This design comes from an exercise in tuning for small area and few clock cycles on the open sky130 flow, not from production work. In this exercise RTL edits were held to simulation tests only and were not proved equivalent to the original. No activity file was given, so power comes from the tool's default toggle rates.

### flow/flow/run.sh
#!/bin/bash
set -euo pipefail
HERE=$(pwd)
python3 - "$HERE" <<'PY'
import sys, re, os, shlex
here = sys.argv[1]
flow_home = os.environ["FLOW_HOME"]
# ORFS's synth.tcl with its abc call given our script
s = open(os.path.join(flow_home, "scripts", "synth.tcl")).read()
old = "log_cmd abc {*}$abc_args"
assert s.count(old) == 1, "abc call not found in synth.tcl"
s = s.replace(old, "log_cmd abc -script %s/flow/abc.script {*}[lrange $abc_args 2 end]" % here)
open(os.path.join(here, "synth_abc.tcl"), "w").write(s)
# The standard flow's synthesis script, sourcing that copy
b = open(os.path.join(here, "synth_recipe.tcl")).read()
old = "source $::env(SCRIPTS_DIR)/synth.tcl"
assert b.count(old) == 1, "synth.tcl not sourced by synth_recipe.tcl"
open(os.path.join(here, "own_synth.tcl"), "w").write(b.replace(old, "source %s/synth_abc.tcl" % here))
# standard.sh, with that synthesis script
t = open(os.path.join(here, "standard.sh")).read()
t2, n = re.subn(r"SYNTH_SCRIPT=\S+", "SYNTH_SCRIPT=%s/own_synth.tcl" % here, t)
assert n == 1, "SYNTH_SCRIPT not found in standard.sh"
open(os.path.join(here, "own_standard.sh"), "w").write(t2)
# standard.sh, with our clock tree synthesis arguments
args = " ".join(open(os.path.join(here, "flow", "cts_args.txt")).read().split())
t3, n = re.subn(r"SYNTH_SCRIPT=\S+", lambda m: m.group(0) + " " + shlex.quote("CTS_ARGS=" + args), t)
assert n == 1
open(os.path.join(here, "cts_standard.sh"), "w").write(t3)
PY
bash own_standard.sh synth > synth.log 2>&1
bash standard.sh place > place.log 2>&1
bash cts_standard.sh cts > cts.log 2>&1
bash standard.sh > route.log 2>&1
### flow/flow/abc.script
strash
&get -n
&st
&deepsyn -T 60
&dch -f
&nf
&put
### flow/flow/cts_args.txt
-sink_clustering_enable -repair_clock_nets -sink_clustering_size 20 -sink_clustering_max_diameter 80 -buf_list sky130_fd_sc_hd__clkbuf_16 -dont_use_dummy_load
### flow/standard.sh
#!/bin/bash
# synth_recipe.tcl (not shown) runs the flow's synth.tcl, then flattens the netlist and writes it again
# the make line also repeats each setting of config.mk as NAME=value (left out here)
make -C /OpenROAD-flow-scripts/flow DESIGN_CONFIG=/design/flow/config.mk WORK_HOME=/design/flow/orfs CLKGATE_MAP_FILE= SYNTH_SCRIPT=/design/flow/synth_recipe.tcl "${@:-finish}"
### flow/config.mk
export PLATFORM = sky130hd
export DESIGN_NAME = i2cc_top
export DESIGN_NICKNAME = i2cc_top
export VERILOG_FILES = /design/flow/design.v
export SDC_FILE = /design/flow/constraint.sdc
export NUM_CORES = 8
export LEC_CHECK = 0
export CAP_MARGIN = 30
export CORE_MARGIN = 2
export CORE_UTILIZATION = 60
export PLACE_DENSITY = 0.8
export SETUP_SLACK_MARGIN = 0.2
export SLEW_MARGIN = 30
### flow/constraint.sdc
create_clock -name core_clock -period 10.0 [get_ports {clk}]
set_input_delay 2.0000 -clock core_clock [delete_from_list [all_inputs] [get_ports {clk}]]
set_output_delay 2.0000 -clock core_clock [all_outputs]
set_load 0.01 [all_outputs]
### flow/design.v
module i2cc_crc8 (
    input  wire [15:0] crc_in,
    input  wire [7:0]  data,
    output wire [15:0] crc_out
);
    wire [7:0] t = crc_in[15:8] ^ data;
    wire       p = ^t;
    assign crc_out = {crc_in[7] ^ p, crc_in[6:2], crc_in[1] ^ t[7], crc_in[0] ^ t[6] ^ t[7],
                      t[5] ^ t[6], t[4] ^ t[5], t[3] ^ t[4], t[2] ^ t[3], t[1] ^ t[2], t[0] ^ t[1],
                      p ^ t[0], p};
endmodule
module i2cc_top (
    input  wire        clk,
    input  wire        rst,
    input  wire        host_req,
    input  wire        host_we,
    input  wire [10:0] host_addr,
    input  wire [31:0] host_wdata,
    output reg  [31:0] host_rdata,
    output reg         host_err,
    output wire        irq,
    output wire        bus_req,
    output reg  [2:0]  bus_act,
    output reg  [7:0]  bus_data,
    input  wire        bus_done,
    input  wire [1:0]  bus_resp,
    input  wire        bus_rx_valid,
    input  wire [7:0]  bus_rx_data
);
    localparam MAXC = 64;             
    localparam RXS  = 64;             
    localparam DBS  = MAXC - 9;       
    localparam [7:0] R_OK = 8'h00, R_DEV = 8'h01, R_UNK = 8'h02,
                     R_COMM = 8'h10, R_RSF = 8'h11,
                     R_FTL = 8'h20, R_FSH = 8'h21, R_CRC = 8'h22, R_FCE = 8'h23,
                     R_BADC = 8'h30, R_SEQ = 8'h31, R_BLEN = 8'h32;
    localparam [3:0] P_IDLE = 4'd0, P_CHECK = 4'd1, P_CRC = 4'd2, P_MARSHAL = 4'd3,
                     P_UNM = 4'd4, P_WAKE = 4'd5, P_WRITE = 4'd6, P_RESYNC = 4'd7,
                     P_WAIT = 4'd8, P_RC = 4'd9, P_RB = 4'd10, P_READ = 4'd11;
    localparam [2:0] TS_IDLE = 3'd0, TS_ADDRW = 3'd1, TS_DSENT = 3'd2,
                     TS_RSP = 3'd4, TS_ADDRR = 3'd5, TS_DREC = 3'd6, TS_FAIL = 3'd7;
    localparam [2:0] A_START = 3'd1, A_RSTART = 3'd2, A_STOP = 3'd3, A_WRBYTE = 3'd4,
                     A_RDBYTES = 3'd5, A_DUMMY = 3'd6, A_WAKE = 3'd7;
    reg        ctrl_ie;
    reg [2:0]  ctrl_retries;
    reg        done, ovr;
    reg [2:0]  tstate;
    reg [3:0]  phase;
    reg [3:0]  attempts;
    reg [31:0] cmd;
    reg [7:0]  result;
    reg [6:0]  dev_addr;
    reg [15:0] waddr, ioaddr;
    reg [7:0]  opcode, mode;
    reg [15:0] param1, param2;
    reg [31:0] dlen;
    reg [7:0]  wr_len, rd_len, crc_len, resp_len, frame_len, rx_len;
    reg [15:0] crc_reg;
    reg [7:0]  rsp_status;
    reg [3:0]  rsp_code;
    reg [7:0]  rsp_dlen;
    reg        rsp_valid;
    reg [7:0]  dbuf  [0:DBS-1];
    reg [7:0]  txbuf [0:MAXC-1];
    reg [7:0]  rxbuf [0:RXS-1];
    reg [7:0]  undo  [0:RXS-1];       
    localparam [4:0] S_IDLE = 5'd0, S_DEC = 5'd1, S_CRC = 5'd2, S_MAR = 5'd3,
                     S_UNM = 5'd4, S_UNF = 5'd5, S_WAKE = 5'd6, S_WR = 5'd7,
                     S_RSW = 5'd8, S_GAP = 5'd9, S_RC = 5'd10, S_RB = 5'd11,
                     S_RF = 5'd12, S_BW = 5'd13, S_BR = 5'd14, S_RSY = 5'd15,
                     S_FIN = 5'd16, S_RF0 = 5'd17;
    localparam [2:0] G_WR = 3'd0, G_WAKE = 3'd1, G_RSW = 3'd2,
                     G_RC = 3'd4, G_RB = 3'd5;
    localparam [4:0] E_IDLE = 5'd0, E_START = 5'd1, E_ADW = 5'd2, E_WAH = 5'd3,
                     E_WAL = 5'd4, E_DATA = 5'd5, E_STOPW = 5'd6, E_RST = 5'd7,
                     E_ADR = 5'd8, E_RD = 5'd9, E_STOPR = 5'd10, E_NSTOP = 5'd11,
                     E_RS1 = 5'd12, E_RS2 = 5'd13, E_RSD = 5'd14, E_RSS = 5'd15,
                     E_WAKE = 5'd16;
    reg [4:0]  st;
    reg [2:0]  gnext;
    reg [2:0]  retries_snap;
    reg [6:0]  j;             
    reg [15:0] crc_acc;
    reg        mar_act;       
    reg        rest_act;      
    reg        rbase;         
    reg [4:0]  es;
    reg        dv;            
    reg [6:0]  bp;            
    wire busy = (st != S_IDLE);
    assign irq = done & ctrl_ie;
    wire [6:0] h_bidx  = host_addr[8:2];
    wire [4:0] h_ridx  = host_addr[6:2];
    wire       h_align = (host_addr[1:0] == 2'b00);
    wire       h_isreg = (host_addr[10:9] == 2'd0) && (h_bidx < 7'd20);
    wire       h_isdb  = (host_addr[10:9] == 2'd1) && (h_bidx < DBS);
    wire       h_istx  = (host_addr[10:9] == 2'd2) && (h_bidx < MAXC);
    wire       h_isrx  = (host_addr[10:9] == 2'd3) && (h_bidx < RXS);
    wire       h_legal = h_align && (h_isreg || h_isdb || h_istx || h_isrx);
    wire       h_wr    = host_req && host_we && h_legal;
    wire       h_rw    = h_wr && h_isreg;
    wire       h_dbrd  = host_req && !host_we && (host_addr[10:9] == 2'd1);
    wire       grant   = !h_dbrd;
    wire       w_ctrl  = h_rw && (h_ridx == 5'd0);
    wire       w_stat  = h_rw && (h_ridx == 5'd1);
    wire       w_cmd   = h_rw && (h_ridx == 5'd2) && !busy;
    wire       w_par   = h_rw && !busy;
    wire       w_drop  = h_wr && busy && (!h_isreg ||
                         !(h_ridx == 5'd0 || h_ridx == 5'd1 || h_ridx == 5'd3 ||
                           h_ridx == 5'd16 || h_ridx == 5'd18 || h_ridx == 5'd19));
    always @(posedge clk) begin
        if (rst || w_ctrl) begin
            ctrl_ie      <= !rst && host_wdata[0];
            ctrl_retries <= rst ? 3'd3 : host_wdata[6:4];
        end
        if (rst || w_cmd)                       cmd      <= rst ? 32'd0 : host_wdata;
        if (rst || (w_par && h_ridx == 5'd4))   dev_addr <= rst ? 7'h50 : host_wdata[6:0];
        if (rst || (w_par && h_ridx == 5'd5))   waddr    <= rst ? 16'h0000 : host_wdata[15:0];
        if (rst || (w_par && h_ridx == 5'd6))   ioaddr   <= rst ? 16'hFE00 : host_wdata[15:0];
        if (rst || (w_par && h_ridx == 5'd7))   opcode   <= rst ? 8'd0 : host_wdata[7:0];
        if (rst || (w_par && h_ridx == 5'd8))   mode     <= rst ? 8'd0 : host_wdata[7:0];
        if (rst || (w_par && h_ridx == 5'd9))   param1   <= rst ? 16'd0 : host_wdata[15:0];
        if (rst || (w_par && h_ridx == 5'd10))  param2   <= rst ? 16'd0 : host_wdata[15:0];
        if (rst || (w_par && h_ridx == 5'd11))  dlen     <= rst ? 32'd0 : host_wdata;
        if (rst || (w_par && h_ridx == 5'd12))  wr_len   <= rst ? 8'd0 : host_wdata[7:0];
        if (rst || (w_par && h_ridx == 5'd13))  rd_len   <= rst ? 8'd0 : host_wdata[7:0];
        if (rst || (w_par && h_ridx == 5'd14))  crc_len  <= rst ? 8'd0 : host_wdata[7:0];
        if (rst || (w_par && h_ridx == 5'd15))  resp_len <= rst ? 8'd64 : host_wdata[7:0];
    end
    wire [3:0] c_op    = cmd[3:0];
    wire [1:0] c_src   = cmd[5:4];
    wire       c_wake  = cmd[8];
    wire       c_idle  = cmd[9];
    wire       c_legal = (cmd == 32'h1) || (cmd == 32'h11) || (cmd == 32'h21) ||
                         (cmd == 32'h2) || (cmd == 32'h3) || (cmd == 32'h4) ||
                         (cmd == 32'h5) || (cmd == 32'h6) ||
                         ((cmd & 32'hFFFF_FEFF) == 32'h7) || (cmd == 32'h8) ||
                         ((cmd & 32'hFFFF_FDFF) == 32'h9);
    wire       c_sleep = (c_op == 4'h9);
    wire [9:0]  dl_sum  = {2'b00, dlen[7:0]} + {2'b00, dlen[15:8]} +
                          {2'b00, dlen[23:16]} + {2'b00, dlen[31:24]};
    wire [9:0]  f_len   = c_sleep ? 10'd0 : dl_sum;
    wire [7:0]  f_op    = c_sleep ? 8'h11 : opcode;
    wire [7:0]  f_mode  = c_sleep ? (c_idle ? 8'h40 : 8'h00) : mode;
    wire [15:0] f_p1    = c_sleep ? 16'h0000 : param1;
    wire [15:0] f_p2    = c_sleep ? 16'h0000 : param2;
    wire [7:0]  f_count = 8'd9 + f_len[7:0];
    wire [6:0]  f_dend  = 7'd7 + f_len[6:0];      
    wire [6:0]  j_p2    = j + 7'd2;
    wire        j_data  = (j >= 7'd7) && (j_p2 < frame_len[6:0]);
    wire        j_crc0  = (j_p2 == frame_len[6:0]);
    wire        j_last  = (j + 7'd1 == frame_len[6:0]);
    wire        e_read  = (st == S_BR) || (st == S_RC) || (st == S_RB);
    wire        e_base  = (st == S_RB);
    wire [15:0] e_wa    = (c_op == 4'h4 || c_op == 4'h5) ? waddr : ioaddr;
    wire [7:0]  rb0     = rxbuf[0];
    reg  [7:0]  e_n;
    always @* begin
        if (c_op == 4'h4)      e_n = wr_len;
        else if (c_op == 4'h5) e_n = rd_len;
        else if (st == S_RC)   e_n = 8'd1;
        else if (st == S_RB)   e_n = rb0;
        else                   e_n = frame_len;
    end
    wire [6:0] proc_delay = 7'd4 + {1'b0, opcode[3:0], 2'b00} + {5'd0, mode[1:0]};
    reg e_fin, e_ok;
    always @* begin
        e_fin = 1'b0; e_ok = 1'b0;
        if (bus_req && bus_done) begin
            case (es)
                E_START, E_RST, E_RS2: e_fin = (bus_resp != 2'd0);
                E_ADW, E_WAH, E_WAL, E_DATA, E_ADR: e_fin = bus_resp[1];
                E_STOPW, E_STOPR, E_RSS, E_WAKE: begin e_fin = 1'b1; e_ok = 1'b1; end
                E_NSTOP: e_fin = 1'b1;
                default: ;
            endcase
        end
    end
    wire       mar_port  = mar_act && j_data;
    wire       fetch_w   = !e_read && (es == E_WAL || es == E_DATA) && (bp != e_n[6:0]) &&
                           (!mar_act || (bp < j));
    wire       fetch_ok  = fetch_w && grant;
    wire       a_fetch   = (es == E_WAL || es == E_DATA) && (!mar_act || (bp < j));
    wire [6:0] j_m7      = j - 7'd7;
    reg        e_atx;
    reg  [5:0] e_aidx;
    always @* begin
        if (a_fetch) begin
            e_atx = 1'b1; e_aidx = bp[5:0];
        end else if (mar_act) begin
            e_atx = 1'b0; e_aidx = j_m7[5:0];
        end else begin
            e_atx = c_src[0]; e_aidx = j[5:0];
        end
    end
    wire       a_eng = busy && !h_dbrd;
    wire       a_tx  = a_eng ? e_atx : host_addr[10];
    wire [5:0] a_idx = a_eng ? e_aidx : host_addr[7:2];
    wire [5:0] b_idx = !busy ? host_addr[7:2] : (es == E_RD) ? bp[5:0] : j[5:0];
    reg [7:0] pa, pb;
    integer k;
    always @* begin
        pa = 8'd0;
        for (k = 0; k < DBS; k = k + 1)  if (!a_tx && a_idx == k) pa = pa | dbuf[k];
        for (k = 0; k < MAXC; k = k + 1) if (a_tx && a_idx == k)  pa = pa | txbuf[k];
        pb = 8'd0;
        for (k = 0; k < RXS; k = k + 1)  if (b_idx == k) pb = pb | rxbuf[k];
    end
    reg [31:0] h_reg;
    always @* begin
        case (h_ridx)
            5'd0:  h_reg = {25'd0, ctrl_retries, 3'd0, ctrl_ie};
            5'd1:  h_reg = {16'd0, attempts, phase, 1'b0, tstate, 1'b0, ovr, done, busy};
            5'd2:  h_reg = cmd;
            5'd3:  h_reg = {24'd0, result};
            5'd4:  h_reg = {25'd0, dev_addr};
            5'd5:  h_reg = {16'd0, waddr};
            5'd6:  h_reg = {16'd0, ioaddr};
            5'd7:  h_reg = {24'd0, opcode};
            5'd8:  h_reg = {24'd0, mode};
            5'd9:  h_reg = {16'd0, param1};
            5'd10: h_reg = {16'd0, param2};
            5'd11: h_reg = dlen;
            5'd12: h_reg = {24'd0, wr_len};
            5'd13: h_reg = {24'd0, rd_len};
            5'd14: h_reg = {24'd0, crc_len};
            5'd15: h_reg = {24'd0, resp_len};
            5'd16: h_reg = {24'd0, frame_len};
            5'd17: h_reg = {24'd0, rx_len};
            5'd18: h_reg = {16'd0, crc_reg};
            5'd19: h_reg = {rsp_valid, 7'd0, rsp_dlen, 4'd0, rsp_code, rsp_status};
            default: h_reg = 32'd0;
        endcase
    end
    always @(posedge clk) begin
        case (host_addr[10:9])
            2'd0:    host_rdata <= h_reg;
            2'd3:    host_rdata <= {24'd0, pb};
            default: host_rdata <= {24'd0, pa};
        endcase
        if (rst) host_err <= 1'b0;
        else     host_err <= host_req && !h_legal;
    end
    reg [7:0] f_hdr;
    always @* begin
        case (j[2:0])
            3'd0: f_hdr = frame_len;
            3'd1: f_hdr = f_op;
            3'd2: f_hdr = f_mode;
            3'd3: f_hdr = f_p1[15:8];
            3'd4: f_hdr = f_p1[7:0];
            3'd5: f_hdr = f_p2[15:8];
            default: f_hdr = f_p2[7:0];
        endcase
    end
    wire       mar_go   = mar_act && (!mar_port || (grant && !a_fetch));
    wire [7:0] mar_byte = (j < 7'd7) ? f_hdr : j_data ? pa :
                          j_crc0 ? crc_acc[15:8] : crc_acc[7:0];
    wire       mar_last = j_last;
    wire       rx_in    = (es == E_RD) && bus_rx_valid;
    wire       rx_wr    = rx_in && !bp[6];
    wire [6:0] bp_nx    = (rx_in && bp != 7'h7F) ? bp + 7'd1 : bp;
    wire [6:0] bp_eff   = bp[6] ? 7'd64 : bp;
    wire [6:0] rest_t   = j + bp_eff;
    wire       rest_wr  = rest_act && rest_t[6] && !(rbase && rest_t[5:0] == 6'd0);
    wire       rest_any = (bp_eff != {6'd0, e_base});    
    wire       crc_go   = (st == S_CRC) && (c_src[1] || grant);
    reg  [7:0]  crc_data;
    wire [15:0] crc_next;
    always @* begin
        if (st == S_RC || st == S_RB)        crc_data = bus_rx_data;
        else if (mar_act)                    crc_data = mar_byte;
        else if (st == S_CRC && !c_src[1])   crc_data = pa;
        else                                 crc_data = pb;
    end
    i2cc_crc8 u_crc (.crc_in(crc_acc), .data(crc_data), .crc_out(crc_next));
    reg [3:0] st_code;
    always @* begin
        case (rxbuf[1])
            8'h00: st_code = 4'd0;
            8'h02: st_code = 4'd1;
            8'h04: st_code = 4'd2;
            8'h08: st_code = 4'd3;
            8'h10: st_code = 4'd4;
            8'h20: st_code = 4'd5;
            8'h40: st_code = 4'd6;
            8'h50: st_code = 4'd7;
            8'h60: st_code = 4'd8;
            8'h70: st_code = 4'd9;
            8'h80: st_code = 4'd10;
            8'h90: st_code = 4'd11;
            default: st_code = 4'd14;
        endcase
    end
    wire       unm_exec = (st == S_RB);
    wire [7:0] unm_n    = unm_exec ? rb0 : rx_len;
    wire       unm_crc  = (crc_acc != 16'd0);
    wire       unm_fce  = !unm_exec && (rb0 != rx_len);
    wire [7:0] unm_res  = unm_crc ? R_CRC : unm_fce ? R_FCE :
                          (st_code == 4'd0) ? R_OK : (st_code == 4'd14) ? R_UNK : R_DEV;
    wire       unm_good = !unm_crc && !unm_fce;
    wire [5:0] w_idx  = !busy ? host_addr[7:2] : rx_in ? bp[5:0] : rest_act ? rest_t[5:0] : j[5:0];
    wire [7:0] w_dtx  = !busy ? host_wdata[7:0] : mar_byte;
    wire [7:0] w_drx  = !busy ? host_wdata[7:0] : rx_in ? bus_rx_data : undo[RXS-1];
    wire       w_db   = !busy && h_wr && h_isdb;
    wire       w_tx   = busy ? mar_go : (h_wr && h_istx);
    wire       w_rx   = busy ? (rx_wr || rest_wr) : (h_wr && h_isrx);
    wire       u_sh   = rx_wr || rest_act;
    always @(posedge clk) begin
        if (w_db) dbuf[w_idx] <= host_wdata[7:0];
        if (w_tx) txbuf[w_idx] <= w_dtx;
        if (w_rx) rxbuf[w_idx] <= w_drx;
        if (u_sh) begin
            undo[0] <= pb;
            for (k = 1; k < RXS; k = k + 1) undo[k] <= undo[k-1];
        end
    end
    assign bus_req = (es != E_IDLE) && (es != E_DATA || dv);
    always @* begin
        case (es)
            E_START, E_RS1, E_RS2: bus_act = A_START;
            E_ADW, E_WAH, E_WAL, E_DATA, E_ADR: bus_act = A_WRBYTE;
            E_STOPW, E_STOPR, E_NSTOP, E_RSS: bus_act = A_STOP;
            E_RST:   bus_act = A_RSTART;
            E_RD:    bus_act = A_RDBYTES;
            E_RSD:   bus_act = A_DUMMY;
            E_WAKE:  bus_act = A_WAKE;
            default: bus_act = 3'd0;
        endcase
    end
    always @(posedge clk) begin
        if (rst) begin
            done         <= 1'b0;
            ovr          <= 1'b0;
            tstate       <= TS_IDLE;
            phase        <= P_IDLE;
            attempts     <= 4'd0;
            result       <= 8'hFF;
            frame_len    <= 8'd0;
            rx_len       <= 8'd0;
            crc_reg      <= 16'd0;
            rsp_status   <= 8'd0;
            rsp_code     <= 4'hF;
            rsp_dlen     <= 8'd0;
            rsp_valid    <= 1'b0;
            st           <= S_IDLE;
            gnext        <= G_WR;
            retries_snap <= 3'd0;
            j            <= 7'd0;
            crc_acc      <= 16'd0;
            mar_act      <= 1'b0;
            rest_act     <= 1'b0;
            rbase        <= 1'b0;
            es           <= E_IDLE;
            bus_data     <= 8'd0;
            dv           <= 1'b0;
            bp           <= 7'd0;
        end else begin
            if (w_stat) begin
                if (host_wdata[1]) done <= 1'b0;
                if (host_wdata[2]) ovr  <= 1'b0;
            end
            if (w_drop) ovr <= 1'b1;
            if (w_par && h_ridx == 5'd17) rx_len <= host_wdata[7:0];
            if (w_cmd) begin
                done         <= 1'b0;
                attempts     <= 4'd0;
                phase        <= P_CHECK;
                retries_snap <= ctrl_retries;
                st           <= S_DEC;
            end
            if (es == E_DATA && !dv && fetch_ok) begin
                bus_data <= pa; dv <= 1'b1; bp <= bp + 7'd1;
            end
            if (es == E_RD) begin
                bp <= bp_nx;
                if (bus_rx_valid) crc_acc <= crc_next;
            end
            if (bus_req && bus_done) begin
                case (es)
                    E_START: begin
                        if (bus_resp == 2'd0) begin es <= E_ADW; bus_data <= {dev_addr, 1'b0}; end
                        else begin tstate <= TS_FAIL; es <= E_IDLE; end
                    end
                    E_ADW, E_WAH, E_WAL, E_DATA, E_ADR: begin
                        if (bus_resp == 2'd0) begin
                            case (es)
                                E_ADW: begin tstate <= TS_ADDRW; es <= E_WAH; bus_data <= e_wa[15:8]; end
                                E_WAH: begin es <= E_WAL; bus_data <= e_wa[7:0]; end
                                E_ADR: begin tstate <= TS_ADDRR; es <= E_RD; bus_data <= e_n - {7'd0, e_base}; end
                                default: begin    
                                    if (e_read) begin
                                        tstate <= TS_RSP; es <= E_RST;
                                    end else if (bp == e_n[6:0]) begin
                                        tstate <= TS_DSENT; es <= E_STOPW;
                                    end else begin
                                        es <= E_DATA;
                                        if (fetch_ok) begin bus_data <= pa; dv <= 1'b1; bp <= bp + 7'd1; end
                                        else dv <= 1'b0;
                                    end
                                end
                            endcase
                        end else if (bus_resp == 2'd1) begin
                            es <= E_NSTOP;           
                        end else begin
                            tstate <= TS_FAIL; es <= E_IDLE;
                        end
                    end
                    E_STOPW, E_STOPR, E_RSS: begin
                        tstate <= TS_IDLE; es <= E_IDLE;
                    end
                    E_RST: begin
                        if (bus_resp == 2'd0) begin es <= E_ADR; bus_data <= {dev_addr, 1'b1}; end
                        else begin tstate <= TS_FAIL; es <= E_IDLE; end
                    end
                    E_RD: begin
                        if (bp_nx == e_n[6:0]) begin tstate <= TS_DREC; es <= E_STOPR; end
                        else es <= E_NSTOP;
                    end
                    E_NSTOP: begin
                        tstate <= TS_FAIL; es <= E_IDLE;
                    end
                    E_RS1: begin
                        if (bus_resp == 2'd0) begin es <= E_RSD; bus_data <= 8'hFF; end
                        else es <= E_RS2;
                    end
                    E_RS2: begin
                        if (bus_resp == 2'd0) begin es <= E_RSD; bus_data <= 8'hFF; end
                        else begin tstate <= TS_FAIL; es <= E_IDLE; end
                    end
                    E_RSD: es <= E_RSS;
                    E_WAKE: es <= E_IDLE;
                    default: es <= E_IDLE;
                endcase
            end
            if (mar_go) begin
                if (!j_crc0 && !j_last) crc_acc <= crc_next;
                j <= j + 7'd1;
                if (mar_last) mar_act <= 1'b0;
            end
            if (rest_act) begin
                j <= j + 7'd1;
                if (j == 7'd63) rest_act <= 1'b0;
            end
            case (st)
                S_IDLE: ;
                S_DEC: begin
                    if (!c_legal) begin
                        result <= R_BADC; phase <= P_IDLE; done <= 1'b1; st <= S_IDLE;
                    end else begin
                        case (c_op)
                            4'h1: begin
                                phase <= P_CRC;
                                if (crc_len > ((c_src == 2'd0) ? DBS : MAXC)) begin
                                    result <= R_BLEN; phase <= P_IDLE; done <= 1'b1; st <= S_IDLE;
                                end else if (crc_len == 8'd0) begin
                                    crc_reg <= 16'd0;
                                    result <= R_OK; phase <= P_IDLE; done <= 1'b1; st <= S_IDLE;
                                end else begin
                                    j <= 7'd0; crc_acc <= 16'd0; st <= S_CRC;
                                end
                            end
                            4'h2: begin
                                phase <= P_MARSHAL;
                                if (f_len > DBS) begin
                                    result <= R_FTL; phase <= P_IDLE; done <= 1'b1; st <= S_IDLE;
                                end else begin
                                    frame_len <= f_count;
                                    j <= 7'd0; crc_acc <= 16'd0; mar_act <= 1'b1; st <= S_MAR;
                                end
                            end
                            4'h3: begin
                                phase <= P_UNM;
                                rsp_valid <= 1'b0; rsp_dlen <= 8'd0; rsp_code <= 4'hF; rsp_status <= 8'd0;
                                if (rx_len > RXS) begin
                                    result <= R_BLEN; phase <= P_IDLE; done <= 1'b1; st <= S_IDLE;
                                end else if (rx_len < 8'd4) begin
                                    result <= R_FSH; phase <= P_IDLE; done <= 1'b1; st <= S_IDLE;
                                end else begin
                                    j <= 7'd0; crc_acc <= 16'd0; st <= S_UNM;
                                end
                            end
                            4'h4: begin
                                if (tstate == TS_FAIL) begin
                                    result <= R_SEQ; phase <= P_IDLE; done <= 1'b1; st <= S_IDLE;
                                end else if (wr_len > MAXC) begin
                                    result <= R_BLEN; phase <= P_IDLE; done <= 1'b1; st <= S_IDLE;
                                end else begin
                                    phase <= P_WRITE;
                                    es <= E_START; bp <= 7'd0; dv <= 1'b0;
                                    st <= S_BW;
                                end
                            end
                            4'h5: begin
                                if (tstate == TS_FAIL) begin
                                    result <= R_SEQ; phase <= P_IDLE; done <= 1'b1; st <= S_IDLE;
                                end else if (rd_len < 8'd1 || rd_len > RXS) begin
                                    result <= R_BLEN; phase <= P_IDLE; done <= 1'b1; st <= S_IDLE;
                                end else begin
                                    phase <= P_READ;
                                    es <= E_START; bp <= 7'd0;
                                    st <= S_BR;
                                end
                            end
                            4'h6: begin
                                phase <= P_RESYNC; es <= E_RS1; st <= S_RSY;
                            end
                            4'h7: begin
                                rsp_valid <= 1'b0; rsp_dlen <= 8'd0; rsp_code <= 4'hF; rsp_status <= 8'd0;
                                if (tstate == TS_FAIL) begin
                                    result <= R_SEQ; phase <= P_IDLE; done <= 1'b1; st <= S_IDLE;
                                end else if (resp_len < 8'd4 || resp_len > RXS) begin
                                    result <= R_BLEN; phase <= P_IDLE; done <= 1'b1; st <= S_IDLE;
                                end else if (f_len > DBS) begin
                                    result <= R_FTL; phase <= P_IDLE; done <= 1'b1; st <= S_IDLE;
                                end else begin
                                    phase <= P_MARSHAL;
                                    frame_len <= f_count;
                                    j <= 7'd0; crc_acc <= 16'd0; mar_act <= 1'b1;
                                    st <= S_GAP;
                                    if (c_wake) begin gnext <= G_WAKE; bp <= f_dend + 7'd1; end
                                    else begin        gnext <= G_WR;   bp <= f_dend + 7'd2; end
                                end
                            end
                            4'h8: begin
                                phase <= P_WAKE; es <= E_WAKE; st <= S_WAKE;
                            end
                            default: begin    
                                if (tstate == TS_FAIL) begin
                                    result <= R_SEQ; phase <= P_IDLE; done <= 1'b1; st <= S_IDLE;
                                end else begin
                                    frame_len <= f_count;
                                    j <= 7'd0; crc_acc <= 16'd0; mar_act <= 1'b1;
                                    phase <= P_WRITE; attempts <= 4'd1;
                                    es <= E_START; bp <= 7'd0; dv <= 1'b0;
                                    st <= S_WR;
                                end
                            end
                        endcase
                    end
                end
                S_GAP: begin
                    if (bp == 7'd1) begin
                        case (gnext)
                            G_WR: begin
                                phase <= P_WRITE; attempts <= attempts + 4'd1;
                                es <= E_START; bp <= 7'd0; dv <= 1'b0;
                                st <= S_WR;
                            end
                            G_WAKE: begin
                                phase <= P_WAKE; es <= E_WAKE; st <= S_WAKE;
                            end
                            G_RSW: begin
                                phase <= P_RESYNC; es <= E_RS1; st <= S_RSW;
                            end
                            G_RC: begin
                                phase <= P_RC; es <= E_START; bp <= 7'd0; crc_acc <= 16'd0;
                                st <= S_RC;
                            end
                            default: begin    
                                phase <= P_RB; es <= E_START; bp <= 7'd1;
                                st <= S_RB;
                            end
                        endcase
                    end else bp <= bp - 7'd1;
                end
                S_CRC: begin
                    if (crc_go) begin
                        crc_acc <= crc_next; j <= j + 7'd1;
                        if ({1'b0, j} + 8'd1 == crc_len) begin
                            crc_reg <= crc_next;
                            result <= R_OK; phase <= P_IDLE; done <= 1'b1; st <= S_IDLE;
                        end
                    end
                end
                S_MAR: begin
                    if (mar_go && mar_last) begin
                        result <= R_OK; phase <= P_IDLE; done <= 1'b1; st <= S_IDLE;
                    end
                end
                S_UNM: begin
                    crc_acc <= crc_next;
                    j <= j + 7'd1;
                    if ({1'b0, j} + 8'd1 == rx_len) st <= S_UNF;
                end
                S_UNF: begin
                    result <= unm_res;
                    if (unm_good) begin
                        rsp_valid <= 1'b1; rsp_dlen <= unm_n - 8'd4; rsp_code <= st_code;
                        rsp_status <= rxbuf[1];
                    end
                    phase <= P_IDLE; done <= 1'b1; st <= S_IDLE;
                end
                S_WAKE: begin
                    if (e_fin) begin
                        if (c_op == 4'h8) begin
                            result <= R_OK; phase <= P_IDLE; done <= 1'b1; st <= S_IDLE;
                        end else begin
                            gnext <= G_WR; bp <= 7'd2; st <= S_GAP;
                        end
                    end
                end
                S_WR: begin
                    if (e_fin) begin
                        if (e_ok) begin
                            if (c_sleep) begin
                                result <= R_OK; phase <= P_IDLE; done <= 1'b1; st <= S_IDLE;
                            end else begin
                                phase <= P_WAIT; gnext <= G_RC; bp <= proc_delay + 7'd3; st <= S_GAP;
                            end
                        end else begin
                            gnext <= G_RSW; bp <= 7'd1; st <= S_GAP;
                        end
                    end
                end
                S_RSW: begin
                    if (e_fin) begin
                        if (!e_ok) begin
                            result <= R_RSF; st <= S_FIN;
                        end else if (attempts == {1'b0, retries_snap} + 4'd1) begin
                            result <= R_COMM; st <= S_FIN;
                        end else begin
                            gnext <= G_WR; bp <= 7'd2; st <= S_GAP;
                        end
                    end
                end
                S_RC: begin
                    if (e_fin) begin
                        if (e_ok) begin
                            rx_len <= 8'd1;
                            if (rb0 < 8'd4) begin
                                result <= R_FSH; phase <= P_IDLE; done <= 1'b1; st <= S_IDLE;
                            end else if (rb0 > resp_len) begin
                                result <= R_FCE; phase <= P_IDLE; done <= 1'b1; st <= S_IDLE;
                            end else begin
                                gnext <= G_RB; bp <= 7'd2; st <= S_GAP;
                            end
                        end else begin
                            rx_len <= 8'd0;
                            j <= 7'd0; rest_act <= rest_any; rbase <= 1'b0;
                            st <= S_RF0;
                        end
                    end
                end
                S_RB: begin
                    if (e_fin) begin
                        if (e_ok) begin
                            rx_len <= rb0;
                            result <= unm_res;
                            if (unm_good) begin
                                rsp_valid <= 1'b1; rsp_dlen <= unm_n - 8'd4; rsp_code <= st_code;
                                rsp_status <= rxbuf[1];
                            end
                            phase <= P_IDLE; done <= 1'b1; st <= S_IDLE;
                        end else begin
                            rx_len <= 8'd0;
                            j <= 7'd0; rest_act <= rest_any; rbase <= 1'b1;
                            st <= S_RF0;
                        end
                    end
                end
                S_RF0: begin
                    phase <= P_RESYNC; es <= E_RS1; st <= S_RF;
                end
                S_RF: begin
                    if (e_fin) begin
                        result <= e_ok ? R_COMM : R_RSF;
                        st <= S_FIN;
                    end
                end
                S_BW: begin
                    if (e_fin) begin
                        result <= e_ok ? R_OK : R_COMM;
                        phase <= P_IDLE; done <= 1'b1; st <= S_IDLE;
                    end
                end
                S_BR: begin
                    if (e_fin) begin
                        if (e_ok) begin
                            rx_len <= rd_len;
                            result <= R_OK; phase <= P_IDLE; done <= 1'b1; st <= S_IDLE;
                        end else begin
                            rx_len <= 8'd0; result <= R_COMM;
                            j <= 7'd0; rest_act <= rest_any; rbase <= 1'b0;
                            st <= S_FIN;
                        end
                    end
                end
                S_RSY: begin
                    if (e_fin) begin
                        result <= e_ok ? R_OK : R_RSF;
                        phase <= P_IDLE; done <= 1'b1; st <= S_IDLE;
                    end
                end
                S_FIN: begin
                    if (!rest_act && !mar_act) begin
                        phase <= P_IDLE; done <= 1'b1; st <= S_IDLE;
                    end
                end
                default: st <= S_IDLE;
            endcase
        end
    end
endmodule
==> results of run 1 <==
## cells by family (layout without fill, tap and decap cells)
| logic type | count (synthesis) | after routing | synth area share, % |
|---|---|---|---|
| muxes | 4 | 4 | 0.04607 |
| DFF | 2331 | 2331 | 76.22 |
| AOI/OAI and AO/OA | 1052 | 1052 | 9.020 |
| xor gates and xnor gates | 99 | 99 | 0.9995 |
| other | 0 | 23 | 0 |
| and+or+nand+nor | 2229 | 2229 | 12.09 |
| buffers and inverters | 81 | 696 | 0.3392 |
| adders and majority gates | 82 | 82 | 1.287 |
## cells in the mapped netlist (98+ instances only)
master / n
nand3_1: 774
a22oi_1: 139
nand2_1: 395
o21ai_0: 136
dfxtp_1: 168
nor4_1: 98
edfxtp_1: 2163
nor2_1: 463
a21oi_1: 113
nand4_1: 163
a222oi_1: 154
a32oi_1: 141
## layout make-up
cell class | instances | area [µm²] | share of cell area (%)
antenna | 23 | 57.56 | 0.05702
clock buffer | 141 | 3528 | 3.495
inverter | 81 | 304.0 | 0.3012
multi-input combinational | 3466 | 22230 | 22.02
sequential | 2331 | 68320 | 67.67
tap | 1930 | 2415 | 2.392
timing repair buffer | 474 | 4101 | 4.063
## per-layer routing
layer	global-route usage [%]	vias up	wire length, µm
met2	67.02	8363	152200
met1	65.12	32800	125700
li1	-	25130	-
met5	2.360	-	841
met3	28.18	2081	79910
met4	29.80	40	33730
## how the worst max path moves through the flow
| stage | depth (start not counted) | endpoint | slack (ns) |
|---|---|---|---|
| floorplan | 2 | undo[0][0]$_DFFE_PP_ | -0.21 |
| global placement | 24 | crc_reg[15]$_SDFFE_PP0P_ | 0.62 |
| detailed placement | 25 | crc_acc[0]$_SDFF_PP0_ | 0.68 |
| CTS | 24 | crc_acc[15]$_SDFF_PP0_ | 1.42 |
| global route | 27 | crc_acc[15]$_SDFF_PP0_ | 0.75 |
| finish | 27 | crc_acc[15]$_SDFF_PP0_ | 0.86 |
## critical path: stages, from the launching register on
cell	delay, ns
dfxtp_1	0.75
clkinv_1	0.44
ha_1	0.39
a21o_1	0.15
a21o_1	0.17
a21o_1	0.17
a21o_1	0.17
a21o_1	0.18
a21oi_1	0.28
o21ai_0	0.29
nand3_1	0.21
o221a_1	0.68
buf_4	0.32
nor2_4	0.06
buf_4	0.40
a32oi_1	0.45
nand4_1	0.16
nor3_1	0.87
nand4_1	0.31
nor3_1	0.59
buf_4	0.24
o21ai_0	0.09
a31oi_1	0.25
xnor2_1	0.14
xnor2_1	0.28
xnor3_1	0.42
xor3_1	0.38
o21ai_0	0.17
## power groups by stage
stage	combinational [W]	clock, W	sequential, W
after detailed placement	0.00146	0	0.0111
after floorplan	0.000720	0	0.0110
after CTS	0.00147	0.00555	0.0108
after global routing	0.00158	0.00585	0.0109
after global placement	0.00143	0	0.0111
final	0.00156	0.00563	0.0109
## per-stage QoR
step | setup WS [ns] | area, µm²
2_1_floorplan | -0.2134 | 89670
3_3_place_gp | 0.6176 | 96700
3_5_place_dp | 0.6793 | 97180
4_1_cts | 1.416 | 100700
5_1_grt | 0.7492 | 100900
6_report | 0.8631 | 100900
==> out/metrics.yaml, run 1 <==
status: "no timing/DRC/antenna violations"
pwr-share-comb_pct: 8.6
final_common_cell: "edfxtp_1"
reg2reg_from: "j[1]$_SDFF_PP0_"
clock_latency_ns: 0.85
startpoint: "j[1]$_SDFF_PP0_"
area_growth_pct: 12.63
path_clk_slew_ns: 0.09
whs_path_depth: 0
postSynthCellCount: 5878
io_pins: 105
fin_crit_sh_pct: 91.37
yosys.area.top_type: "edfxtp_1"
synth-seq-cells: 2331
cap_violations: 0
layout-drive-gt1-share_pct: 11.66
synthArstFlopShare_pct: 0
slew-limit-headroom_pct: 14.32
drv_slew: 0
die_area_um2: 152500
setup-tns-final_ns: 0
fillers: 9838
io_buffers: 104
die_h_um: 390.5
yosysWarnings: 2
worstPathRequired_ns: 10.68
hold_viol_final: 0
grt_pass1_vias: 62240
post-dp-hpwl_mm: 259.4
die_w_um: 390.5
setup_viol: 0
post_cts.resized_instances: 0
internal_power_w: 0.01369
switching_power_w: 0.004359
hold_ws_ns: 0.4054
viasPerCell: 8.101
dr.pass1.iters: 14
min-delay-start: "undo[53][1]$_DFFE_PP_"
layout_min_cycle_time_ns: 9.137
p_seq_share_pct: 60.2
grt_max_degree: 186
fmax_mhz: 109.4
clkSinkCount: 2331
ant_nets: 0
final_util_pct: 68.20
fp.coreArea_um2: 148000
switching_share_pct: 24.15
grt_overflow: 0
cts_setup_buffers: 0
gp_congestion: 1.115
synth_edf_count: 2163
cp-end-kind: "flip-flop"
ys_seq_area_share_pct: 76.22
layout.cells.non_filler: 8446
drc: 0
cp_max_fo: 52
startpoint_type: "flip-flop"
numCtsBuffers: 141
tightest_slew_ns: 1.284
skew_ns: 0.1313
routed_wl_mm: 392.4
regToRegSetupSlack_ns: 0.86
yosysUniqueCellTypes: 67
syn_area_per_cell_um2: 15.25
dp_cells: 8276
start_util_pct: 60.55
p_per_area_nw_per_um2: 178.8
crit_type: "reg -> reg"
drtIter0Drc: 16790
rsz0062_at_grt: "false"
r2r_end: "crc_acc[15]$_SDFF_PP0_"
grt_pass1_wl_mm: 521.5
wl_per_cell_um: 46.46
vdd_drop_max_mv: 0.1781
arrival_ns: 9.82
ys_top_cells_by_area: "edfxtp_1 (72%), nand3_1 (4.3%), dfxtp_1 (3.8%), nor2_1 (1.9%), a222oi_1 (1.7%)"
clockBufferDepth: 3
antenna_found_initial: 34
num_vias: 68420
synth_top_area_share_pct: 72.47
grt_usage_pct: 50.73
final_cell_mix: "edfxtp_1 (2163), nand3_1 (773), nand2_1 (374), buf_4 (343), nor2_1 (301)"
reg_top3: "rxbuf: 512 flops, txbuf: 512 flops, undo: 512 flops"
finalPower_w: 0.01805
dominantRegCellSynth: "edfxtp_1"
synth_nets: 6019
ctsHoldBuffers: 0
final_nets: 6636
rows: 141
pwr-share-clk_pct: 31.2
root_buffer: "clkbuf_16"
cts_tree: "done"
netlist_area_um2: 89630
hold_end: "undo[54][1]$_DFFE_PP_"
rr_worst_depth: 27
hp-class: "reg -> reg"
htreeDepth: 4
cellLeakagePower_nw: 31.61
Testbench counts, summed over its fixed seeds: cycles 107,415.
==> run 2, diff against run 1 <==
--- a/flow/config.mk
+++ b/flow/config.mk
@@ -8,6 +8,6 @@
 export CAP_MARGIN = 30
 export CORE_MARGIN = 2
-export CORE_UTILIZATION = 60
-export PLACE_DENSITY = 0.8
+export CORE_UTILIZATION = 50
+export PLACE_DENSITY = 0.7
 export SETUP_SLACK_MARGIN = 0.2
 export SLEW_MARGIN = 30
==> out/metrics.yaml, run 2 <==
io_buffers: 104  # unchanged
wl_per_cell_um: 43.53  # -6.3%
final_cell_mix: "edfxtp_1 (2163), nand3_1 (773), buf_4 (407), nand2_1 (373), nor2_1 (309)"
ctsHoldBuffers: 0  # unchanged
ys_seq_area_share_pct: 76.22  # unchanged
pwr-share-clk_pct: 31.5  # +0.3 points
switching_share_pct: 24.06  # -0.090 points
layout_setup_ws_ns: 0.8630  # -0.00008700 ns
cts_setup_buffers: 0  # unchanged
antenna_found_initial: 32  # -5.9%
arrival_ns: 9.90  # +0.08 ns
dr.pass1.iters: 9  # -5
met3_length_mm: 66.54  # -17%
yosys.area.top_type: "edfxtp_1"
gp_congestion: 1.088  # -2.5%
synth_top_area_share_pct: 72.47  # unchanged
io_pins: 105  # unchanged
dpl_worst_slack_ns: 0.3025  # -0.3769 ns
viasPerCell: 7.456  # -8.0%
worstPathRequired_ns: 10.76  # +0.08 ns
layout.area.seq_um2: 68320  # unchanged
wl_met1_mm: 136.9  # +8.9%
cellLeakagePower_nw: 32.06  # +1.4%
grt_pass1_vias: 60430  # -2.9%
num_vias: 66780  # -2.4%
routed_wl_mm: 389.8  # -0.66%
clockBufferDepth: 3  # unchanged
grt_overflow: 0  # unchanged
finalPower_w: 0.01816  # +0.61%
path_clk_slew_ns: 0.08  # about the same
rows: 155  # +9.9%
clock_latency_ns: 0.87  # +0.02 ns
reg_top3: "rxbuf: 512 flops, txbuf: 512 flops, undo: 512 flops"
yosysWarnings: 2  # unchanged
slew-limit-headroom_pct: 21.19  # +6.9 points
rsz0062_at_grt: "false"
drtIter0Drc: 15220  # -9.4%
die_w_um: 427.4  # +9.4%
drv_slew: 0  # unchanged
dp_cells: 8783  # +6.1%
skew_ns: 0.1249  # -0.006386 ns
grt_pass1_wl_mm: 517.1  # -0.83%
wl_met2_mm: 155.0  # +1.9%
layout_min_cycle_time_ns: 9.137  # +0.00008700 ns
post_cts.resized_instances: 0  # unchanged
startpoint_type: "primary input"
yosysMostFrequentCell: "edfxtp_1"
root_buffer: "clkbuf_16"
grt_usage_pct: 42.09  # -8.6 points
layout.cells.non_filler: 8956  # +6.0%
synth-seq-cells: 2331  # unchanged
slowest_stage: "nor4_1"
syn_area_per_cell_um2: 15.25  # unchanged
netlist_area_um2: 89630  # unchanged
fp.coreArea_um2: 178200  # +20%
layout-drive-gt1-share_pct: 12.54  # +0.89 points
yosysUniqueCellTypes: 67  # unchanged
htreeDepth: 4  # unchanged
synth_edf_count: 2163  # unchanged
internal_power_w: 0.01379  # +0.73%
final_nets: 6720  # +1.3%
start_util_pct: 50.29  # -10 points
die_area_um2: 182700  # +20%
die_h_um: 427.4  # +9.4%
post-dp-hpwl_mm: 264.6  # +2.0%
cap_violations: 0  # unchanged
cpLargestDelayFamily: "simple AND/OR/NAND/NOR gates"
path_cells: "clkdlybuf4s50_1, clkinv_1, ha_1, nand2_1, or2_0, nand2_1, a2111oi_0, a31o_1, or3b_1, nor2_4, buf_4, nand3_1, nand4_1, nor4_1, nand4_1, nor4_2, buf_4, a211oi_1, o221ai_1, xor2_1, xnor2_1, xnor3_1, xor3_1, o21ai_0"
p_seq_share_pct: 59.8  # -0.4 points
highest_layer: "met5"
grt_max_degree: 177  # -4.8%
cp_max_fo: 16  # -69%
fmax_mhz: 109.4  # about the same
tightest_slew_ns: 1.181  # -0.1029 ns
ys_top_cells_by_area: "edfxtp_1 (72%), nand3_1 (4.3%), dfxtp_1 (3.8%), nor2_1 (1.9%), a222oi_1 (1.7%)"
postSynthCellCount: 5878  # unchanged
p_per_area_nw_per_um2: 177.5  # -0.74%
crit_type: "in -> reg"
synth_nets: 6019  # unchanged
multiInputGateArea_um2: 22210  # about the same
final_util_pct: 57.41  # -11 points
ant_nets: 0  # unchanged
drc: 0  # unchanged
pwr-share-comb_pct: 8.8  # +0.2 points
numCtsBuffers: 146  # +3.5%
fillers: 13870  # +41%
status: "no timing/DRC/antenna violations"
fin_crit_sh_pct: 91.37  # about the same
clkSinkCount: 2331  # unchanged
vdd_drop_max_mv: 0.1828  # +2.6%
cts_tree: "done"
dominantRegCellSynth: "edfxtp_1"
synthArstFlopShare_pct: 0  # unchanged
hp-class: "reg -> reg"
area_growth_pct: 14.16
synthTopCellsByCount: "edfxtp_1 (2163), nand3_1 (774), nor2_1 (463), nand2_1 (395), dfxtp_1 (168)"
critPathMaxStageDelay_ns: 0.80  # -0.07 ns
cp-end-kind: "flip-flop"
setup-tns-final_ns: 0  # unchanged
setup_viol: 0  # unchanged
hold_viol_final: 0  # unchanged
final_common_cell: "edfxtp_1"
switching_power_w: 0.004370  # +0.24%
path_buf_inv: 4  # unchanged
## run 2: cell counts after synthesis
No cell type changed its count.
## run 2: cell type report
type | instances | area share, %
Sequential cell | 2331 | 66.77
Multi-Input combinational cell | 3466 | 21.70
Timing Repair Buffer | 553 | 4.727
Clock buffer | 146 | 3.571
Tap cell | 2355 | 2.880
Inverter | 81 | 0.2971
Antenna cell | 24 | 0.05869
## run 2: layer usage
layer / up-vias / track usage [%]
li1: 25350 / -
met1: 33150 / 56.05
met2: 6771 / 56.17
met3: 1482 / 18.14
met4: 26 / 26.75
met5: - / 0.5820
## run 2: power by group through the flow
stage	combinational, W	sequential (W)	clock, W
floorplan	0.000720	0.0110	0
global placement	0.00150	0.0111	0
detailed placement	0.00152	0.0111	0
CTS	0.00153	0.0108	0.00571
global route	0.00164	0.0109	0.00602
finish	0.00159	0.0109	0.00571
## run 2: final timing paths
| kind | start | slack, ns | end | depth (start not counted) |
|---|---|---|---|---|
| hold reg to reg | undo[26][0]$_DFFE_PP_ | 0.37 | undo[27][0]$_DFFE_PP_ | 0 |
| setup reg to reg | j[1]$_SDFF_PP0_ | 1.08 | crc_acc[15]$_SDFF_PP0_ | 27 |
| setup / recovery | host_addr[10] | 0.86 | crc_acc[15]$_SDFF_PP0_ | 24 |
| hold / removal | undo[26][0]$_DFFE_PP_ | 0.37 | undo[27][0]$_DFFE_PP_ | 0 |
## run 2: cell families (layout without fill, tap and decap cells)
family / Yosys count / count (layout) / share of synthesized area, %
AO/OA/AOI/OAI: 1052 / 1052 / 9.020
buffers and inverters: 81 / 780 / 0.3392
adder cells (fa/ha/maj): 82 / 82 / 1.287
multiplexers: 4 / 4 / 0.04607
other: 0 / 24 / 0
flip-flops: 2331 / 2331 / 76.22
AND/OR/NAND/NOR: 2229 / 2229 / 12.09
XOR/XNOR: 99 / 99 / 0.9995
## run 2: stage by stage
step / hold WS [ns] / cell area, µm²
floorplan: 0.4003 / 89670
global placement: 0.4004 / 98020
detailed placement: 0.4045 / 98470
CTS: 0.3674 / 102100
global route: 0.3967 / 102300
finish: 0.3698 / 102300
==> run 3, diff against run 2 <==
==> flow/flow/cts_args.txt (replaced) <==
-sink_clustering_enable -repair_clock_nets -sink_clustering_size 25 -sink_clustering_max_diameter 80 -buf_list sky130_fd_sc_hd__clkbuf_16 -dont_use_dummy_load
==> out/metrics.yaml, run 3 <==
status: "no timing/DRC/antenna violations"
reg_top3: "rxbuf: 512 flops, txbuf: 512 flops, undo: 512 flops"
netlist_area_um2: 88620  # -1.1%
postSynthCellCount: 5520  # -6.1%
path_clk_slew_ns: 0.09  # about the same
switching_power_w: 0.004363  # -0.16%
startpoint: "host_addr[10]"
final_util_pct: 57.48  # +0.065 points
area_growth_pct: 14.22  # about the same
rr_worst_depth: 27  # unchanged
fmax_mhz: 105.1  # -4.0%
grt_usage_pct: 45.77  # +3.7 points
clkSinkCount: 2331  # unchanged
hold_ws_ns: 0.4142  # +0.04438 ns
grt_pass1_vias: 58480  # -3.2%
dominantRegCellSynth: "edfxtp_1"
final_nets: 6402  # -4.7%
synth-seq-cells: 2331  # unchanged
die_w_um: 425.0  # -0.56%
internal_power_w: 0.01358  # -1.5%
layout_setup_ws_ns: 0.4823  # -0.3807 ns
drtIter0Drc: 15920  # +4.6%
root_buffer: "clkbuf_16"
vdd_drop_max_mv: 0.1909  # +4.4%
min-delay-start: "undo[57][1]$_DFFE_PP_"
cellLeakagePower_nw: 31.62  # -1.4%
pwr-share-comb_pct: 9.4  # +0.6 points
clockBufferDepth: 3  # unchanged
post_cts.resized_instances: 0  # unchanged
dr.pass1.iters: 10  # +1
final_area_um2: 101200  # -1.1%
skew_ns: 0.1119  # -0.01297 ns
dpl_worst_slack_ns: 0.1707  # -0.1317 ns
synth_top_area_share_pct: 73.29  # +0.82 points
synth_nets: 5661  # -5.9%
layout_min_cycle_time_ns: 9.518  # +0.3807 ns
crit_type: "in -> reg"
clock_latency_ns: 0.87  # about the same
wl_per_cell_um: 48.76  # +12%
htreeDepth: 4  # unchanged
synth_edf_count: 2163  # unchanged
ys_seq_area_share_pct: 77.09  # +0.86 points
yosysWarnings: 2  # unchanged
slew-limit-headroom_pct: 20.30  # -0.89 points
syn_area_per_cell_um2: 16.05  # +5.3%
fillers: 13620  # -1.9%
hp-class: "reg -> reg"
arrival_ns: 10.24  # +0.34 ns
grt_pass1_wl_mm: 546.5  # +5.7%
routed_wl_mm: 420.5  # +7.9%
grt_overflow: 0  # unchanged
r2r_end: "crc_acc[15]$_SDFF_PP0_"
post_dp_cell_area_um2: 97780  # -0.70%
switching_share_pct: 24.31  # +0.25 points
reg2reg_from: "j[1]$_SDFF_PP0_"
final_common_cell: "edfxtp_1"
antenna_found_initial: 39  # +22%
die_area_um2: 180600  # -1.1%
numCtsBuffers: 131  # -10%
drv_slew: 0  # unchanged
ant_nets: 0  # unchanged
num_vias: 65140  # -2.5%
fp.coreArea_um2: 176100  # -1.2%
cap_violations: 0  # unchanged
worstPathRequired_ns: 10.72  # -0.04 ns
finalPower_w: 0.01795  # -1.2%
startpoint_type: "primary input"
synthTopCellsByCount: "edfxtp_1 (2163), nor2_1 (463), nand2_1 (397), a22oi_1 (260), nand3_1 (188)"
yosysUniqueCellTypes: 65  # -3.0%
p_seq_share_pct: 60.5  # +0.7 points
cts_setup_buffers: 0  # unchanged
io_buffers: 104  # unchanged
layout-drive-gt1-share_pct: 14.01  # +1.5 points
setup_viol: 0  # unchanged
start_util_pct: 50.32  # about the same
hold_viol_final: 0  # unchanged
rows: 154  # -0.65%
ctsHoldBuffers: 0  # unchanged
grt_max_degree: 206  # +16%
ys_top_cells_by_area: "edfxtp_1 (73%), dfxtp_1 (3.8%), a22oi_1 (2.2%), nor2_1 (2.0%), a222oi_1 (1.8%)"
post-dp-hpwl_mm: 295.3  # +12%
cp_max_fo: 19  # +3
rsz0062_at_grt: "false"
cts_tree: "done"
io_pins: 105  # unchanged
viasPerCell: 7.553  # +1.3%
gp_congestion: 1.129  # +3.8%
synthArstFlopShare_pct: 0  # unchanged
cp-end-kind: "flip-flop"
die_h_um: 425.0  # -0.56%
p_per_area_nw_per_um2: 177.3  # -0.11%
regToRegSetupSlack_ns: 0.77  # -0.31 ns
yosysMostFrequentCell: "edfxtp_1"
final_cell_mix: "edfxtp_1 (2163), buf_4 (470), nand2_1 (390), nor2_1 (311), a22oi_1 (260)"
drc: 0  # unchanged
crit_path_end: "crc_acc[15]$_SDFF_PP0_"
fin_crit_sh_pct: 95.18  # +3.8 points
tightest_slew_ns: 1.194  # +0.01329 ns
pwr-share-clk_pct: 30.1  # -1.4 points
yosys.area.top_type: "edfxtp_1"
-- run 3: changes by cell type after synthesis, moves of 11 or more --
| cell | change |
|---|---|
| nand3_1 | -586 |
| a22oi_1 | +121 |
| a221oi_1 | +60 |
| nand4_1 | -42 |
| nor3_1 | +36 |
| a32o_1 | +31 |
| o22ai_1 | +17 |
| a22o_1 | +16 |
| or2_0 | +14 |
| o21ai_0 | -13 |
| a32oi_1 | +12 |
| clkinv_1 | -11 |
-- run 3: layout make-up --
cell class                 count  area (µm²)  area share [%]
multi-input combinational   3119       21260           21.00
inverter                      70       262.8          0.2596
tap                         2340        2928           2.892
antenna                       25       62.56         0.06180
clock buffer                 131        3278           3.239
timing repair buffer         608        5119           5.057
sequential                  2331       68320           67.49
-- run 3: worst min path at each step --
stage / endpoint / slack [ns] / cells after the start
3_5_place_dp: undo[19][0]$_DFFE_PP_ / 0.40 / 0
2_1_floorplan: undo[10][0]$_DFFE_PP_ / 0.40 / 0
3_3_place_gp: undo[44][6]$_DFFE_PP_ / 0.40 / 0
4_1_cts: undo[1][4]$_DFFE_PP_ / 0.41 / 0
6_report: undo[58][1]$_DFFE_PP_ / 0.41 / 0
5_1_grt: undo[1][4]$_DFFE_PP_ / 0.41 / 0
-- run 3: through the flow --
stage / setup TNS (ns) / std cells
CTS: 0 / 8594
global route: 0 / 8601
detailed placement: 0 / 8463
global placement: -0.3080 / 8446
floorplan: 0 / 5520
finish: 0 / 8624
-- run 3: routing by layer --
layer | vias to the layer above | part of all wire, % | track usage, %
li1 | 24310 | - | -
met1 | 32610 | 36 | 61.92
met2 | 6842 | 40 | 62.07
met3 | 1349 | 17 | 18.76
met4 | 26 | 7.4 | 26.41
met5 | - | 0.042 | 0.2646
-- run 3: power by group through the flow --
stage	clock network, W	logic (W)	registers, W
floorplan	0	0.000765	0.0110
global placement	0	0.00161	0.0111
detailed placement	0	0.00162	0.0111
CTS	0.00540	0.00163	0.0108
global route	0.00569	0.00172	0.0109
finish	0.00541	0.00169	0.0109
-- run 3: cells by family after synthesis --
| kind of cell | count (synthesis) | synth area share, % |
|---|---|---|
| buffers and inverters | 70 | 0.2965 |
| flip-flops | 2331 | 77.09 |
| AO/OA/AOI/OAI | 1294 | 11.42 |
| multiplexers | 6 | 0.06777 |
| XOR/XNOR | 104 | 1.074 |
| AND/OR/NAND/NOR | 1633 | 8.758 |
| adder cells (fa/ha/maj) | 82 | 1.302 |
-- run 3: critical path, stage by stage --
cell             delay [ns]
clkdlybuf4s50_1        0.49
clkinv_1               0.09
ha_1                   0.22
nand2_1                0.25
or2_0                  0.22
nand2_1                0.28
nor3_1                 0.60
or3_1                  0.72
buf_12                 0.29
nor4_2                 0.14
buf_4                  0.22
a32oi_1                0.66
nand3_1                0.54
or4_1                  0.67
nor3_1                 0.70
buf_4                  0.28
a211oi_1               0.11
o221ai_1               0.27
xor2_1                 0.24
xnor3_1                0.26
xnor3_1                0.48
xnor3_1                0.27
a22o_1                 0.21
==> run 4, diff against run 3 <==
==> flow/flow/cts_args.txt (replaced) <==
-sink_clustering_enable -repair_clock_nets -sink_clustering_size 30 -sink_clustering_max_diameter 70 -buf_list sky130_fd_sc_hd__clkbuf_16 -dont_use_dummy_load
==> out/metrics.yaml, run 4 <==
status: "no timing/DRC/antenna violations"
path_cells: "clkdlybuf4s50_1, clkinv_1, ha_1, nand2_1, or2_0, nand2_1, nor3_1, or3_1, buf_12, nor4_2, buf_4, a32oi_1, nand3_1, or4_1, nor3_1, buf_4, a211oi_1, o221ai_1, xor2_1, xnor3_1, xnor3_1, xnor3_1, a22o_1"
cellLeakagePower_nw: 31.71  # +0.30%
final_common_cell: "edfxtp_1"
layout.area.seq_um2: 68320  # unchanged
startpoint_type: "primary input"
cts_tree: "done"
ys_seq_area_share_pct: 77.09  # unchanged
dp_cells: 8463  # unchanged
met3_usage_pct: 19.01  # +0.25 points
tightest_slew_ns: 1.164  # -0.03012 ns
regToRegSetupSlack_ns: 0.73  # -0.04 ns
grt.busiest_layer: "met2"
gp_congestion: 1.129  # unchanged
final_nets: 6411  # +0.14%
ys_top_cells_by_area: "edfxtp_1 (73%), dfxtp_1 (3.8%), a22oi_1 (2.2%), nor2_1 (2.0%), a222oi_1 (1.8%)"
setup-tns-final_ns: 0  # unchanged
routed_wl_mm: 420.7  # about the same
slew-limit-headroom_pct: 22.23  # +1.9 points
io_buffers: 104  # unchanged
clkSinkCount: 2331  # unchanged
num_vias: 65160  # +0.037%
cpLargestDelayFamily: "simple AND/OR/NAND/NOR gates"
synth-seq-cells: 2331  # unchanged
post_cts.resized_instances: 0  # unchanged
dominantRegCellSynth: "edfxtp_1"
use_met1_pct: 62.03  # +0.11 points
critPathMaxStageDelay_ns: 0.72  # about the same
gr-usage-met2_pct: 62.63  # +0.57 points
multiInputGateArea_um2: 21270  # about the same
drc: 0  # unchanged
final_cell_mix: "edfxtp_1 (2163), buf_4 (471), nand2_1 (390), nor2_1 (310), a22oi_1 (260)"
layout-drive-gt1-share_pct: 14.17  # +0.16 points
skew_ns: 0.1059  # -0.006022 ns
reg2reg_from: "j[1]$_SDFF_PP0_"
netlist_area_um2: 88620  # unchanged
cts_setup_buffers: 0  # unchanged
postSynthCellCount: 5520  # unchanged
grt_max_degree: 206  # unchanged
slowest_stage: "or3_1"
die_h_um: 425.0  # unchanged
htreeDepth: 4  # unchanged
cap_violations: 0  # unchanged
numCtsBuffers: 138  # +5.3%
path_buf_inv: 5  # unchanged
wl_per_cell_um: 48.76  # about the same
yosys.area.top_type: "edfxtp_1"
yosysUniqueCellTypes: 65  # unchanged
post-dp-hpwl_mm: 295.3  # unchanged
drv_slew: 0  # unchanged
hp-class: "reg -> reg"
arrival_ns: 10.18  # -0.06 ns
die_area_um2: 180600  # unchanged
r2r_end: "crc_acc[15]$_SDFF_PP0_"
io_pins: 105  # unchanged
area_growth_pct: 14.43
cp_max_fo: 19  # unchanged
whs_path_depth: 0  # unchanged
final_util_pct: 57.58  # +0.11 points
grt_pass1_vias: 58630  # +0.25%
rsz0062_at_grt: "false"
worstPathRequired_ns: 10.72  # about the same
crit_type: "in -> reg"
vdd_drop_max_mv: 0.1788  # -6.3%
grt_usage_pct: 45.81  # about the same
layout.cells.non_filler: 8627  # +0.035%
clockBufferDepth: 3  # unchanged
yosysMostFrequentCell: "edfxtp_1"
die_w_um: 425.0  # unchanged
ant_nets: 0  # unchanged
start_util_pct: 50.32  # unchanged
dr.pass1.iters: 11  # +1
fp.coreArea_um2: 176100  # unchanged
synthTopCellsByCount: "edfxtp_1 (2163), nor2_1 (463), nand2_1 (397), a22oi_1 (260), nand3_1 (188)"
grt_overflow: 0  # unchanged
synthArstFlopShare_pct: 0  # unchanged
viasPerCell: 7.553  # about the same
root_buffer: "clkbuf_16"
grt_pass1_wl_mm: 547.3  # +0.14%
fin_crit_sh_pct: 94.57  # -0.60 points
cpMostUsedCell: "xnor3_1"
ctsHoldBuffers: 0  # unchanged
synth_edf_count: 2163  # unchanged
clock_latency_ns: 0.86  # about the same
fillers: 13610  # -0.051%
synth_top_area_share_pct: 73.29  # unchanged
fmax_mhz: 105.7  # +0.64%
finalPower_w: 0.01809  # +0.82%
hold_viol_final: 0  # unchanged
drtIter0Drc: 15990  # +0.45%
syn_area_per_cell_um2: 16.05  # unchanged
path_clk_slew_ns: 0.09  # about the same
cp-end-kind: "flip-flop"
p_per_area_nw_per_um2: 178.4  # +0.63%
reg_top3: "rxbuf: 512 flops, txbuf: 512 flops, undo: 512 flops"
hold_end: "undo[1][3]$_DFFE_PP_"
antenna_found_initial: 39  # unchanged
setup_viol: 0  # unchanged
yosysWarnings: 2  # unchanged
synth_nets: 5661  # unchanged
layout_min_cycle_time_ns: 9.457  # -0.06049 ns
rows: 154  # unchanged
min-delay-start: "undo[0][3]$_DFFE_PP_"
hold_ws_ns: 0.3765  # -0.03765 ns
rr_worst_depth: 27  # unchanged
## run 4: cell counts after synthesis
Identical to the previous run, type by type.
## run 4: routing by layer
metal  vias up  wire, µm
li1      24340         -
met2      6908    169400
met1     32570    150700
met5         -       354
met3      1309     70050
met4        34     30170
## run 4: kinds of logic after synthesis
group           Yosys count  share of synthesized area (%)
flops                  2331                          77.09
simple gates           1633                          8.758
compound gates         1294                          11.42
xor+xnor                104                          1.074
fa+ha+maj                82                          1.302
buf+inv                  70                         0.2965
mux                       6                        0.06777
## run 4: worst max-delay path by stage
stage | start | end | slack [ns] | cells after the start
after floorplan | host_addr[10] | txbuf[0][4]$_DFFE_PP_ | 0.43 | 16
after global routing | host_addr[10] | crc_acc[15]$_SDFF_PP0_ | 0.77 | 23
after global placement | host_addr[10] | crc_acc[15]$_SDFF_PP0_ | -0.16 | 23
after CTS | host_addr[10] | crc_acc[15]$_SDFF_PP0_ | 1.00 | 24
after detailed placement | host_addr[10] | crc_acc[15]$_SDFF_PP0_ | 0.17 | 24
final | host_addr[10] | crc_acc[15]$_SDFF_PP0_ | 0.54 | 23
## run 4: cell type report
type / instances / area share, %
Clock buffer: 138 / 3.405
Multi-Input combinational cell: 3119 / 20.97
Inverter: 70 / 0.2591
Tap cell: 2340 / 2.887
Sequential cell: 2331 / 67.36
Timing Repair Buffer: 610 / 5.066
Antenna cell: 19 / 0.04688
## run 4: per-stage QoR
| stage | area [µm²] | setup slack [ns] |
|---|---|---|
| after floorplan | 88630 | 0.4298 |
| after global placement | 97230 | -0.1626 |
| after detailed placement | 97780 | 0.1707 |
| after CTS | 101200 | 1.002 |
| after global routing | 101400 | 0.7681 |
| final | 101400 | 0.5428 |
## run 4: report_power, final
group	internal [W]	leakage (nW)	switching (W)
clock	0.00246	1.70	0.00309
combinational	0.000540	9.49	0.00115
sequential	0.0107	20.5	0.000143
## run 4: worst reg2reg max path, stage by stage, from the launching register on
cell and delay [ns]:
dfxtp_1 0.31, buf_4 0.23, clkinv_1 0.20, ha_1 0.32, a21o_1 0.18, a21o_1 0.20
a21o_1 0.17, a21o_1 0.17, a21o_1 0.18, a21o_1 0.23, a21oi_1 0.50, o31ai_1 0.25
o21ai_2 0.88, buf_12 0.32, nor4_2 0.15, buf_4 0.22, a32oi_1 0.62, nand3_1 0.54
or4_1 0.67, nor3_1 0.69, buf_4 0.30, a211oi_1 0.11, o221ai_1 0.27, xor2_1 0.23
xnor3_1 0.26, xnor3_1 0.49, xnor3_1 0.27, a22o_1 0.21

[re-timing with driven ports]
The flow's constraints put no driver on any port. The routed layouts listed below were extracted and timed again, unchanged, in two steps.
Step 1 sets driving cells, clkbuf_16 on the clock port and buf_2 on the other inputs (assumed; they add their load-dependent delay and slew).
Step 2 adds t to the input delays and takes it off the output delays; t is the mean of the earliest and latest rising clock arrival at the registers after step 1. Input paths then give back, and output paths get back, about the clock's delay inside the block.
Three values: ideal ports, drivers, drivers and shift; two values: the first two.
run | t (ns) | setup slack, ns | clock arrival spread, ns | slew at the worst register clock pin (ns) | worst data-port slew with drivers (ns)
run 1 | 0.872 | 0.863 / 0.863 / 0.227 | 0.132 / 0.132 | 0.10 / 0.10 | 0.33
run 2 | 0.899 | 0.863 / 0.923 / 0.024 | 0.126 / 0.126 | 0.09 / 0.09 | 0.07
run 3 | 0.922 | 0.482 / 0.557 / -0.365 | 0.112 / 0.112 | 0.11 / 0.11 | 0.07
run 4 | 0.907 | 0.543 / 0.610 / -0.297 | 0.108 / 0.107 | 0.11 / 0.11 | 0.07
With both steps, setup timing fails in run 3 and run 4, where it was met with ideal ports. The setup slack of run 3, which loses most, moves by +0.075 ns with the drivers and by -0.847 ns with both steps.
